From an optimization exercise on the open Yosys and OpenROAD flow, aimed at small area, a short achievable clock period and few clock cycles; shortcuts taken in it are not production practice. Function was checked by simulation only, so behaviour that the tests miss may differ from the original. Power is estimated from default activity; no workload was simulated.

==> flow/design.v (excerpt) <==
module env_mad (
    input  wire        clk,
    input  wire        rst,         
    input  wire        in_valid,
    input  wire        in_op,       
    input  wire [15:0] in_data,
    output wire        in_ready,
    output reg         out_valid,
    output reg  [15:0] out_data
);
export LEC_CHECK = 0
export CAP_MARGIN = 20
export CORE_MARGIN = 2
export CORE_UTILIZATION = 40
export CTS_BUF_LIST = sky130_fd_sc_hd__clkbuf_8
export CTS_CLUSTER_DIAMETER = 50
export CTS_CLUSTER_SIZE = 16
export SLEW_MARGIN = 20
create_clock -name core_clock -period 27.0 [get_ports {clk}]
standard.sh (not shown) runs the stock make flow with config.mk's settings and CLKGATE_MAP_FILE= SYNTH_SCRIPT=/design/flow/synth_recipe.tcl, a recipe that flattens the netlist after the stock synthesis.
==> flow/flow/run.sh <==
#!/bin/bash
# Own layout flow: the standard flow (standard.sh, unchanged synthesis,
# floorplan, placement, CTS and routing) at the design's clock period and
# constraints, with two settings changed:
#  - the port buffers that global placement inserts are plain buffers
#    (buf_2) rather than the delay-buffer cell buffer_ports picks by default;
set -euo pipefail
export BUFFER_PORTS_ARGS="-buffer_cell sky130_fd_sc_hd__buf_2"
export SETUP_SLACK_MARGIN=20.5
bash standard.sh > flow_make.log 2>&1
The baseline went through all stages and came out clean.
Testbench counts at the start, summed over its fixed seeds: cycles 16,125.
==> next run, changes <==
Settings changed: CTS_BUF_LIST sky130_fd_sc_hd__clkbuf_8 to default, CTS_CLUSTER_DIAMETER 50 to default, CTS_CLUSTER_SIZE 16 to default.
Effect: Clock-buffer cell count came out higher by 4. Worst hold slack got worse by 0.0067 ns. First-iteration DRC count went down by 10%. Clock skew fell by 0.013 ns. Routed wire length rises by 0.56%. Final area went up by 0.80%. Final cell count falls by 0.47%. Clock power goes up by 33%.


The RTL this note starts from:
==> flow/design.v <==
module env_mad (
    input  wire        clk,
    input  wire        rst,         
    input  wire        in_valid,
    input  wire        in_op,       
    input  wire [15:0] in_data,
    output wire        in_ready,
    output reg         out_valid,
    output reg  [15:0] out_data
);
    localparam [15:0] BASELINE = 16'd512;
    reg       filling;
    reg [3:0] fcnt;
    reg       rdy;
    always @(posedge clk) begin
        if (rst) begin
            filling <= 1'b1;
            rdy     <= 1'b0;
            fcnt    <= 4'd0;
        end else if (filling) begin
            fcnt <= fcnt + 4'd1;
            if (fcnt == 4'd14)
                rdy <= 1'b1;
            if (fcnt == 4'd15)
                filling <= 1'b0;
        end
    end
    assign in_ready = rdy;
    reg        c_valid;
    reg        c_op;
    reg [15:0] c_data;
    always @(posedge clk) begin
        c_valid <= in_valid && rdy && !rst;
        c_op    <= in_op;
        c_data  <= in_data;
    end
    wire do_push = c_valid && !c_op;
    wire do_int  = c_valid &&  c_op;
    reg [15:0] b [0:15];
    reg [19:0] sum;
    integer i;
    always @(posedge clk) begin
        if (filling || do_push) begin
            b[0] <= filling ? BASELINE : c_data;
            for (i = 1; i < 16; i = i + 1)
                b[i] <= b[i-1];
        end
        if (filling)
            sum <= 20'd16 * BASELINE;
        else if (do_push)
            sum <= sum + {4'd0, c_data} - {4'd0, b[15]};
    end
    wire [15:0] mean = sum[19:4];
    wire [2:0]  rem2 = sum[3:1];
    reg [15:0] lt;
    reg        cy;
    integer j, n;
    always @* begin
        for (j = 0; j < 16; j = j + 1) begin
            cy = 1'b0;
            for (n = 0; n < 16; n = n + 1)
                cy = (mean[n] & ~b[j][n]) | (mean[n] & cy) | (~b[j][n] & cy);
            lt[j] = cy;
        end
    end
    reg        a_valid;
    reg [15:0] a_lt;
    always @(posedge clk) begin
        a_valid <= do_int && !rst;
        a_lt    <= lt;
    end
    reg [18:0] r [0:17];
    integer k;
    always @* begin
        for (k = 0; k < 16; k = k + 1)
            r[k] = {3'd0, ~(a_lt[k] ? b[k] : mean)};
        r[16] = {mean[14:0], 1'b0, rem2};
        r[17] = 19'd16;
    end
    function [37:0] csa;
        input [18:0] x, y, z;
        reg   [18:0] s, c;
        begin
            s = x ^ y ^ z;
            c = (x & y) | (x & z) | (y & z);
            csa = {c[17:0], 1'b0, s};
        end
    endfunction
    wire [18:0] l1 [0:11];
    wire [18:0] l2 [0:7];
    wire [18:0] l3 [0:5];
    wire [18:0] l4 [0:3];
    wire [18:0] l5 [0:2];
    wire [18:0] l6 [0:1];
    genvar g;
    generate
        for (g = 0; g < 6; g = g + 1) begin : t1
            assign {l1[2*g+1], l1[2*g]} = csa(r[3*g], r[3*g+1], r[3*g+2]);
        end
        for (g = 0; g < 4; g = g + 1) begin : t2
            assign {l2[2*g+1], l2[2*g]} = csa(l1[3*g], l1[3*g+1], l1[3*g+2]);
        end
        for (g = 0; g < 2; g = g + 1) begin : t3
            assign {l3[2*g+1], l3[2*g]} = csa(l2[3*g], l2[3*g+1], l2[3*g+2]);
        end
        assign l3[4] = l2[6];
        assign l3[5] = l2[7];
        for (g = 0; g < 2; g = g + 1) begin : t4
            assign {l4[2*g+1], l4[2*g]} = csa(l3[3*g], l3[3*g+1], l3[3*g+2]);
        end
        assign {l5[1], l5[0]} = csa(l4[0], l4[1], l4[2]);
        assign l5[2] = l4[3];
        assign {l6[1], l6[0]} = csa(l5[0], l5[1], l5[2]);
    endgenerate
    wire [18:0] total = l6[0] + l6[1];
    always @(posedge clk) begin
        if (rst)
            out_valid <= 1'b0;
        else
            out_valid <= a_valid;
        out_data <= total[18:3];
    end
endmodule
Settings: LEC_CHECK=0, CAP_MARGIN=0, CORE_MARGIN=2, CORE_UTILIZATION=70, CTS_BUF_LIST=sky130_fd_sc_hd__clkbuf_16, CTS_CLUSTER_DIAMETER=100, CTS_CLUSTER_SIZE=24, SLEW_MARGIN=0; clock period 27.0 ns.
==> flow/flow/run.sh <==
#!/bin/bash
# Own layout flow: the standard flow (standard.sh) at the design's clock
# period and constraints, with these changes:
#  - after the standard synthesis, flow/polarity.py re-chooses the polarity
#    of the full-adder cells (a full adder is self-dual), which removes
#    inverters between adders; registers and all other cells are unchanged;
#  - the port buffers that global placement inserts are plain buffers
#    (buf_2) rather than the delay-buffer cell buffer_ports picks by default;
set -euo pipefail
export BUFFER_PORTS_ARGS="-buffer_cell sky130_fd_sc_hd__buf_2"
export SETUP_SLACK_MARGIN=20.5
res=orfs/results/sky130hd/env_mad/base
bash standard.sh "$PWD/$res/1_2_yosys.v" > flow_synth.log 2>&1
cp "$res/1_2_yosys.v" "$res/1_2_yosys.std.v"
python3 flow/polarity.py "$res/1_2_yosys.std.v" "$res/1_2_yosys.v" > flow_polarity.log 2>&1
bash standard.sh > flow_make.log 2>&1
Other scripts of this flow, unchanged in this note and not shown: flow/flow/polarity.py
The starting point ran to the end with no violations.
Testbench counts at the start, summed over its fixed seeds: cycles 16,125.
Change:
CAP_MARGIN = 20   (was 0)
CORE_UTILIZATION = 60   (was 70)
SLEW_MARGIN = 20   (was 0)
TNS_END_PERCENT = 10   (was not set)
=> The new run completed with no timing, DRC or antenna violations; routed wire length climbs by about 1.6%; worst setup slack gets worse by 0.025 ns; clock skew climbs by 0.0040 ns; power climbs by 3.3%; critical path depth does not change; sequential share of layout area barely changes; core utilization drops by 10 points; global-route usage drops by 4.2 points; final cell count climbs by about 2.2%; via count drops by about 2.5%.

==> afterwards: timing with drivers on the ports <==
How much do the figures lean on ideal ports? The routed layouts below were timed once more, with nothing changed but the port constraints.
Step 1 (the two cells are an assumption about what drives the block):
set clk [get_ports {clk}]
set_driving_cell -lib_cell sky130_fd_sc_hd__clkbuf_16 $clk
set_driving_cell -lib_cell sky130_fd_sc_hd__buf_2 [delete_from_list [all_inputs] $clk]
Step 2, shift: input delay + t, output delay - t, t = (earliest + latest rising clock arrival at the registers) / 2. This alone moves slack from input paths to output paths.
a / b / c = ideal / step 1 / step 2; a / b = the first two.
| run | t (ns) | setup slack, ns | worst setup path after step 2 | worst register clock-pin slew, ns |
|---|---|---|---|---|
| the first run of note 1 | 0.678 | 20.480 / 20.423 / 20.700 | register to register | 0.11 / 0.11 |
| the second run of note 1 | 0.614 | 20.558 / 20.498 / 20.658 | register to register | 0.07 / 0.07 |
| the first run of note 2 | 0.576 | 20.596 / 20.539 / 20.722 | register to register | 0.11 / 0.11 |
| the second run of note 2 | 0.595 | 20.571 / 20.514 / 20.762 | register to register | 0.11 / 0.11 |
After both steps every run listed still meets setup and hold.
